This design comes from an exercise in tuning for small area, a short achievable clock period and few clock cycles per item on the open sky130 flow, not from production work. In this exercise RTL edits were held to simulation tests only and were not proved equivalent to the original. Power and IR drop assume default switching activity.

<file path="design/flow/run.sh">
#!/bin/bash
# synth_recipe.tcl (not shown) runs the flow's synth.tcl, then flattens the netlist and writes it again
# the make line also repeats each setting of config.mk as NAME=value (left out here)
make -C /OpenROAD-flow-scripts/flow DESIGN_CONFIG=/design/flow/config.mk WORK_HOME=/design/flow/orfs CLKGATE_MAP_FILE= SYNTH_SCRIPT=/design/flow/synth_recipe.tcl finish
</file>
<file path="design/flow/config.mk">
export PLATFORM = sky130hd
export DESIGN_NAME = tcmp_codec
export DESIGN_NICKNAME = tcmp_codec
export VERILOG_FILES = /design/flow/design.v
export SDC_FILE = /design/flow/constraint.sdc
export NUM_CORES = 4
export LEC_CHECK = 0
export CAP_MARGIN = 20
export CORE_MARGIN = 2
export CORE_UTILIZATION = 40
export PLACE_DENSITY = 0.6
export SLEW_MARGIN = 20
</file>
<file path="design/flow/constraint.sdc">
create_clock -name core_clock -period 4.5 [get_ports {clk}]
set_input_delay 0.9000 -clock core_clock [delete_from_list [all_inputs] [get_ports {clk}]]
set_output_delay 0.9000 -clock core_clock [all_outputs]
set_load 0.01 [all_outputs]
</file>
<file path="design/flow/design.v">
module tcmp_crc16_byte (
    input  wire [15:0] crc_in,
    input  wire [7:0]  data,
    output reg  [15:0] crc_out
);
    integer i;
    reg [15:0] c;
    always @(*) begin
        c = crc_in ^ {8'h00, data};
        for (i = 0; i < 8; i = i + 1) begin
            if (c[0])
                c = (c >> 1) ^ 16'h8408;
            else
                c = c >> 1;
        end
        crc_out = c;
    end
endmodule
module tcmp_rx (
    input  wire        clk,
    input  wire        rst,
    input  wire        in_valid,
    input  wire [7:0]  in_byte,
    output wire        in_ready,
    output reg         ud_valid,
    output reg  [7:0]  ud_byte,
    output reg         ev_valid,
    output reg  [1:0]  ev_kind,
    output reg  [15:0] ev_family,
    output reg  [7:0]  ev_code,
    output reg  [15:0] ev_paylen
);
    localparam [7:0] FLAG = 8'h7E;
    localparam [7:0] ESC  = 8'h7D;
    localparam [1:0] EV_MSG  = 2'd1;
    localparam [1:0] EV_HDLC = 2'd2;
    localparam [1:0] EV_TCMP = 2'd3;
    localparam [16:0] CNT_MAX = 17'h1FFFF;
    reg        esc;        
    reg        bad;        
    reg [16:0] ucount;     
    reg [7:0]  len_hi, len_lo, lcs;
    reg [15:0] family;
    reg [7:0]  code;
    reg [7:0]  last1;      
    reg [7:0]  last2;      
    reg [15:0] crc;        
    wire accept = in_valid;    
    assign in_ready = 1'b1;
    wire is_flag = (in_byte == FLAG);
    wire is_esc  = (in_byte == ESC);
    wire esc_ok  = (in_byte == 8'h5D) || (in_byte == 8'h5E);
    wire [7:0] unesc_val = esc ? (in_byte ^ 8'h20) : in_byte;
    wire produce = accept && !is_flag && !bad &&
                   (esc ? esc_ok : !is_esc);
    wire [15:0] crc_next;
    tcmp_crc16_byte u_crc (.crc_in(crc), .data(last2), .crc_out(crc_next));
    wire [15:0] declared = {len_hi, len_lo};
    wire [7:0]  lcs_sum  = len_hi + len_lo + lcs;
    wire chk_len_floor   = (ucount >= 17'd8);
    wire chk_crc         = (crc == {last2, last1});
    wire chk_lcs         = (lcs_sum == 8'h00);
    wire chk_length      = ({1'b0, declared} + 17'd3 == ucount);
    wire decode_ok       = chk_len_floor && chk_crc && chk_lcs && chk_length;
    always @(posedge clk) begin
        if (rst) begin
            esc       <= 1'b0;
            bad       <= 1'b0;
            ucount    <= 17'd0;
            crc       <= 16'h6363;
            ud_valid  <= 1'b0;
            ev_valid  <= 1'b0;
            ev_kind   <= 2'd0;
        end else begin
            ud_valid <= 1'b0;
            ev_valid <= 1'b0;
            if (accept) begin
                if (is_flag) begin
                    if (bad || esc) begin
                        ev_valid <= 1'b1;
                        ev_kind  <= EV_HDLC;
                    end else if (ucount != 17'd0) begin
                        ev_valid <= 1'b1;
                        ev_kind  <= decode_ok ? EV_MSG : EV_TCMP;
                    end
                    ev_family <= family;
                    ev_code   <= code;
                    ev_paylen <= declared - 16'd5;
                    esc    <= 1'b0;
                    bad    <= 1'b0;
                    ucount <= 17'd0;
                    crc    <= 16'h6363;
                end else if (!bad) begin
                    if (esc) begin
                        esc <= 1'b0;
                        if (!esc_ok)
                            bad <= 1'b1;
                    end else if (is_esc) begin
                        esc <= 1'b1;
                    end
                end
            end
            if (produce) begin
                ud_valid <= 1'b1;
                ud_byte  <= unesc_val;
                if (ucount != CNT_MAX)
                    ucount <= ucount + 17'd1;
                case (ucount)
                    17'd0: len_hi    <= unesc_val;
                    17'd1: len_lo    <= unesc_val;
                    17'd2: lcs       <= unesc_val;
                    17'd3: family[15:8] <= unesc_val;
                    17'd4: family[7:0]  <= unesc_val;
                    17'd5: code      <= unesc_val;
                    default: ;
                endcase
                last1 <= unesc_val;
                last2 <= last1;
                if (ucount >= 17'd2)
                    crc <= crc_next;
            end
        end
    end
endmodule
module tcmp_tx (
    input  wire        clk,
    input  wire        rst,
    input  wire        msg_valid,
    output wire        msg_ready,
    input  wire [15:0] msg_family,
    input  wire [7:0]  msg_code,
    input  wire [15:0] msg_paylen,
    input  wire        pl_valid,
    output wire        pl_ready,
    input  wire [7:0]  pl_byte,
    output reg         out_valid,
    input  wire        out_ready,
    output reg  [7:0]  out_byte
);
    localparam [7:0] FLAG = 8'h7E;
    localparam [7:0] ESC  = 8'h7D;
    localparam [3:0] S_IDLE = 4'd0,
                     S_SOF  = 4'd1,
                     S_LENH = 4'd2,
                     S_LENL = 4'd3,
                     S_LCS  = 4'd4,
                     S_FAMH = 4'd5,
                     S_FAML = 4'd6,
                     S_CODE = 4'd7,
                     S_PAY  = 4'd8,
                     S_CRCH = 4'd9,
                     S_CRCL = 4'd10,
                     S_EOF  = 4'd11;
    reg [3:0]  state;
    reg [15:0] family;
    reg [7:0]  code;
    reg [15:0] len;        
    reg [15:0] remain;     
    reg        esc_pend;   
    reg [15:0] crc;
    wire [7:0] lcs = 8'h00 - (len[15:8] + len[7:0]);
    reg [7:0] cur;
    always @(*) begin
        case (state)
            S_LENH:  cur = len[15:8];
            S_LENL:  cur = len[7:0];
            S_LCS:   cur = lcs;
            S_FAMH:  cur = family[15:8];
            S_FAML:  cur = family[7:0];
            S_CODE:  cur = code;
            S_PAY:   cur = pl_byte;
            S_CRCH:  cur = crc[15:8];
            S_CRCL:  cur = crc[7:0];
            default: cur = FLAG;
        endcase
    end
    wire is_packet  = (state >= S_LENH) && (state <= S_CRCL);
    wire cur_needs_esc = (cur == FLAG) || (cur == ESC);
    wire slot_free  = !out_valid || out_ready;
    wire have_byte  = (state != S_IDLE) && ((state != S_PAY) || pl_valid);
    wire emit       = slot_free && have_byte;
    wire advance    = emit && (!is_packet || esc_pend || !cur_needs_esc);
    assign msg_ready = (state == S_IDLE);
    assign pl_ready  = (state == S_PAY) && advance;
    wire [15:0] crc_next;
    tcmp_crc16_byte u_crc (.crc_in(crc), .data(cur), .crc_out(crc_next));
    always @(posedge clk) begin
        if (rst) begin
            state     <= S_IDLE;
            esc_pend  <= 1'b0;
            out_valid <= 1'b0;
        end else begin
            if (out_valid && out_ready)
                out_valid <= 1'b0;
            if (state == S_IDLE) begin
                if (msg_valid) begin
                    family <= msg_family;
                    code   <= msg_code;
                    len    <= msg_paylen + 16'd5;
                    remain <= msg_paylen;
                    crc    <= 16'h6363;
                    state  <= S_SOF;
                end
            end else if (emit) begin
                out_valid <= 1'b1;
                if (is_packet && !esc_pend && cur_needs_esc) begin
                    out_byte <= ESC;
                    esc_pend <= 1'b1;
                end else begin
                    out_byte <= esc_pend ? (cur ^ 8'h20) : cur;
                    esc_pend <= 1'b0;
                end
                if (advance) begin
                    if (is_packet && state != S_CRCH && state != S_CRCL)
                        crc <= crc_next;
                    case (state)
                        S_SOF:  state <= S_LENH;
                        S_LENH: state <= S_LENL;
                        S_LENL: state <= S_LCS;
                        S_LCS:  state <= S_FAMH;
                        S_FAMH: state <= S_FAML;
                        S_FAML: state <= S_CODE;
                        S_CODE: state <= (remain == 16'd0) ? S_CRCH : S_PAY;
                        S_PAY: begin
                            remain <= remain - 16'd1;
                            if (remain == 16'd1)
                                state <= S_CRCH;
                        end
                        S_CRCH: state <= S_CRCL;
                        S_CRCL: state <= S_EOF;
                        S_EOF:  state <= S_IDLE;
                        default: state <= S_IDLE;
                    endcase
                end
            end
        end
    end
endmodule
module tcmp_codec (
    input  wire        clk,
    input  wire        rst,
    input  wire        rx_valid,
    input  wire [7:0]  rx_byte,
    output wire        rx_ready,
    output wire        ud_valid,
    output wire [7:0]  ud_byte,
    output wire        ev_valid,
    output wire [1:0]  ev_kind,
    output wire [15:0] ev_family,
    output wire [7:0]  ev_code,
    output wire [15:0] ev_paylen,
    input  wire        msg_valid,
    output wire        msg_ready,
    input  wire [15:0] msg_family,
    input  wire [7:0]  msg_code,
    input  wire [15:0] msg_paylen,
    input  wire        pl_valid,
    output wire        pl_ready,
    input  wire [7:0]  pl_byte,
    output wire        tx_valid,
    input  wire        tx_ready,
    output wire [7:0]  tx_byte
);
    tcmp_rx u_rx (
        .clk(clk), .rst(rst),
        .in_valid(rx_valid), .in_byte(rx_byte), .in_ready(rx_ready),
        .ud_valid(ud_valid), .ud_byte(ud_byte),
        .ev_valid(ev_valid), .ev_kind(ev_kind), .ev_family(ev_family),
        .ev_code(ev_code), .ev_paylen(ev_paylen)
    );
    tcmp_tx u_tx (
        .clk(clk), .rst(rst),
        .msg_valid(msg_valid), .msg_ready(msg_ready),
        .msg_family(msg_family), .msg_code(msg_code), .msg_paylen(msg_paylen),
        .pl_valid(pl_valid), .pl_ready(pl_ready), .pl_byte(pl_byte),
        .out_valid(tx_valid), .out_ready(tx_ready), .out_byte(tx_byte)
    );
endmodule
</file>
==> notes.md <==
==> layout by cell type, fill, tap and decap left out, types with 9 or more instances in the layout <==
master	count
xor2_1	52
ha_1	28
buf_4	28
nand3_1	33
edfxtp_1	184
clkbuf_16	27
clkdlybuf4s50_1	122
xnor2_1	84
and2_1	9
a21oi_1	59
dfxtp_1	45
nand4_1	15
nand2b_1	14
nor3_1	23
nand2_1	74
nor2_1	85
nor4_1	14
nor2b_1	10
mux2i_1	10
and3_1	18
fa_1	9
o21ai_0	42
inv_1	35
nand3b_1	11
==> per-layer routing <==
layer	wire, µm	track usage, %
met1	14240	28.80
met2	13640	30.10
met3	1421	2.489
met4	704	5.544
met5	0	0
==> sequential cells by signal, indices dropped and copies added (netlist names), 16 cells and up <==
signal	count
u_tx.len	16
u_rx.family	16
u_rx.ev_family	16
u_rx.ev_paylen	16
u_rx.ucount	17
u_tx.remain	16
u_tx.crc	16
u_tx.family	16
u_rx.crc	16
==> final cells by class <==
class / count / share of cell area, %
Multi-Input combinational cell: 724 / 34.63
Clock buffer: 32 / 4.827
Timing Repair Buffer: 155 / 10.44
Tap cell: 384 / 3.340
Clock inverter: 16 / 1.105
Sequential cell: 229 / 44.67
Inverter: 38 / 0.9915
==> stage by stage <==
stage / hold slack (ns) / utilization [%] / setup slack (ns)
finish: 0.4139 / 49.99 / 0.1527
global route: 0.4207 / 49.99 / 0.04077
CTS: 0.4164 / 50.00 / 0.01850
detailed placement: 0.4045 / 46.98 / 0.2081
global placement: 0.4016 / 46.98 / 0.2114
floorplan: 0.4003 / - / 0.2329
==> timing repair <==
action | 4_1_cts | 5_1_grt
resized for setup | 4 | 2
cloned | 0 | 0
endpoints found under the setup margin | 1 | 1
==> how the worst max path moves through the flow <==
stage / to / cells past startpoint / from / slack [ns]
floorplan: u_tx.crc[0] / 12 / u_tx.len[1] / 0.23
global placement: pl_ready / 10 / pl_byte[0] / 0.21
detailed placement: pl_ready / 10 / pl_byte[0] / 0.21
CTS: pl_ready / 13 / u_tx.len[9] / 0.02
global route: pl_ready / 13 / u_tx.len[9] / 0.04
finish: pl_ready / 13 / u_tx.len[9] / 0.15
==> cells by family after synthesis <==
family,share of synthesized area [%]
adders and majority gates,4.514
muxes,1.522
xor gates and xnor gates,10.61
and+or+nand+nor,15.22
DFF,54.68
other,0.03191
buffers and inverters,3.290
AOI/OAI and AO/OA,10.12
==> power groups by stage <==
stage | sequential, W | combinational (W) | clock [W]
floorplan | 0.00269 | 0.00108 | 0
global placement | 0.00275 | 0.00151 | 0
detailed placement | 0.00274 | 0.00152 | 0
CTS | 0.00270 | 0.00153 | 0.00215
global route | 0.00272 | 0.00169 | 0.00222
finish | 0.00270 | 0.00153 | 0.00211
==> out/qor.yml <==
cts.path.max_buffers: 3
power.density_nw_per_um2: 440.8
hold_path_end: "u_rx.ev_family[6]"
worstPathRequired_ns: 3.60
grt_first_pass_wirelength_um: 46750
synth.avg_cell_area_um2: 11.38
drtAntennaViolNets: 0
synth_edf_count: 184
die_h_um: 175.4
status: "finished clean"
synth-seq-area-share_pct: 54.68
relSlewSlack_pct: 32.55
tns_ns: 0
post-route-min-period_ns: 4.347
skew_ns: 0.01027
clock_power_share_pct: 33.2
path_buf_inv: 2
power_w: 0.006341
port_buffers: 124
drt-vias-per-instance: 5.292
slew_viol_final: 0
synth_cell_types: 84
rsz0062_at_grt: "no"
p_seq_share_pct: 42.6
core-area_um2: 28780
clock_latency_ns: 0.53
min_from: "u_rx.family[6]"
num_rows: 62
areaGrowthSynthToFinish_pct: 22.41
routed_wl_um: 30000
p_sw_share_pct: 29.74
fill_cells: 2572
instances_no_fill: 1578
worstSetupPathType: "flip-flop to primary output"
min_path_type: "flip-flop to flip-flop"
tightest_slew_ns: 1.012
dr_total_vias: 8351
die_x_um: 175.4
post-place-cells: 1530
placed_area_um2: 13520
worstPathMaxFanout: 5
post_cts_buffers: 0
die_area_um2: 30770
p_int_w: 0.004456
cts_tree: "yes"
holdPathStages: 0
cts_max_level: 1
p_leak_nw: 5.004
yosys_warnings: 3
syn_inst: 1033
r2r_slack_ns: 0.94
reg2reg_to: "u_tx.crc[1]"
layout.nets: 1273
cts_inserted_buffers: 26
async_reset_ff_share_pct: 0
cts.sinks: 229
postLayoutCellArea_um2: 14390
syn-cell-area_um2: 11750
crit_chain: "ha_1, inv_1, ha_1, fa_1, nand3b_1, a21boi_1, or4_4, o221ai_2, a211oi_2, nand3b_4, nand2_2, nor2_1, clkbuf_2"
max_stage_delay_ns: 0.52
ys_top_cells_by_area: "edfxtp_1 (47%), dfxtp_1 (7.7%), xnor2_1 (6.3%)"
path_common_cell: "ha_1"
antenna_found_initial: 0
seqCellArea_um2: 6426
io_pins: 126
dpl.hpwl_um: 22090
start_util_pct: 40.84
ctsHoldBuffers: 0
cts_root_buf: "clkbuf_16"
drtIter0Drc: 764
synth_nets: 1132
switchingPower_w: 0.001886
vdd_drop_max_uv: 271.6
clock.fmax_ghz: 0.2300
dr.pass1.iters: 6
r2r_cells: 13
synthMostInstantiatedCell: "edfxtp_1"
grt_pass1_vias: 8130
diodes: 0
grt_max_degree: 43
arrival_ns: 3.45
setup_viol: 0
synth_area_leader_cell: "edfxtp_1"
synthFlopType: "edfxtp_1"
drv_cap: 0
period_share_pct: 96.61
gr-usage-all-layers_pct: 19.49
clk_pin_slew_ns: 0.06
synth_commonest_cells: "edfxtp_1 (184), nor2_1 (87), xnor2_1 (84)"
layout-drive-gt1-share_pct: 9.045
cp-start-kind: "flip-flop"
finalHoldViolCount: 0
slowest_stage: "or4_4"
rr_startpoint: "u_tx.len[9]"
gp_congestion: 0.9146
wire_per_inst_um: 19.01
route.detailed.drc: 0
ys_seq_elements: 229
combPwrFrac_pct: 24.1
grt_overflow_total: 0
synth.top_cell.area_share_pct: 47.01
multi_input_area_um2: 4982
path_delay_family: "simple AND/OR/NAND/NOR gates"
endpoint_kind: "primary output"
Testbench counts, summed over its fixed seeds: cycles 51,433, items 50,921.

## static timing again, ports no longer ideal
How much do the figures lean on ideal ports? The routed layout below was timed once more, with nothing changed but the port constraints. Step 1 assumes that a clkbuf_16 drives the clock port and a buf_2 every other input. Step 2 also shifts input and output timing later by t, the mid clock arrival at the registers, as if the neighbouring blocks saw the same clock. Slacks: ideal / step 1 / step 2; pairs: ideal / step 1.
shift t [ns]: 0.575
setup WS [ns]: 0.153 / 0.104 / 0.655
worst slew at a driven data input, ns: 0.06
After both steps setup and hold are still met in this run. For this run, drivers alone change the setup slack by -0.049 ns; drivers and shift together by +0.502 ns.
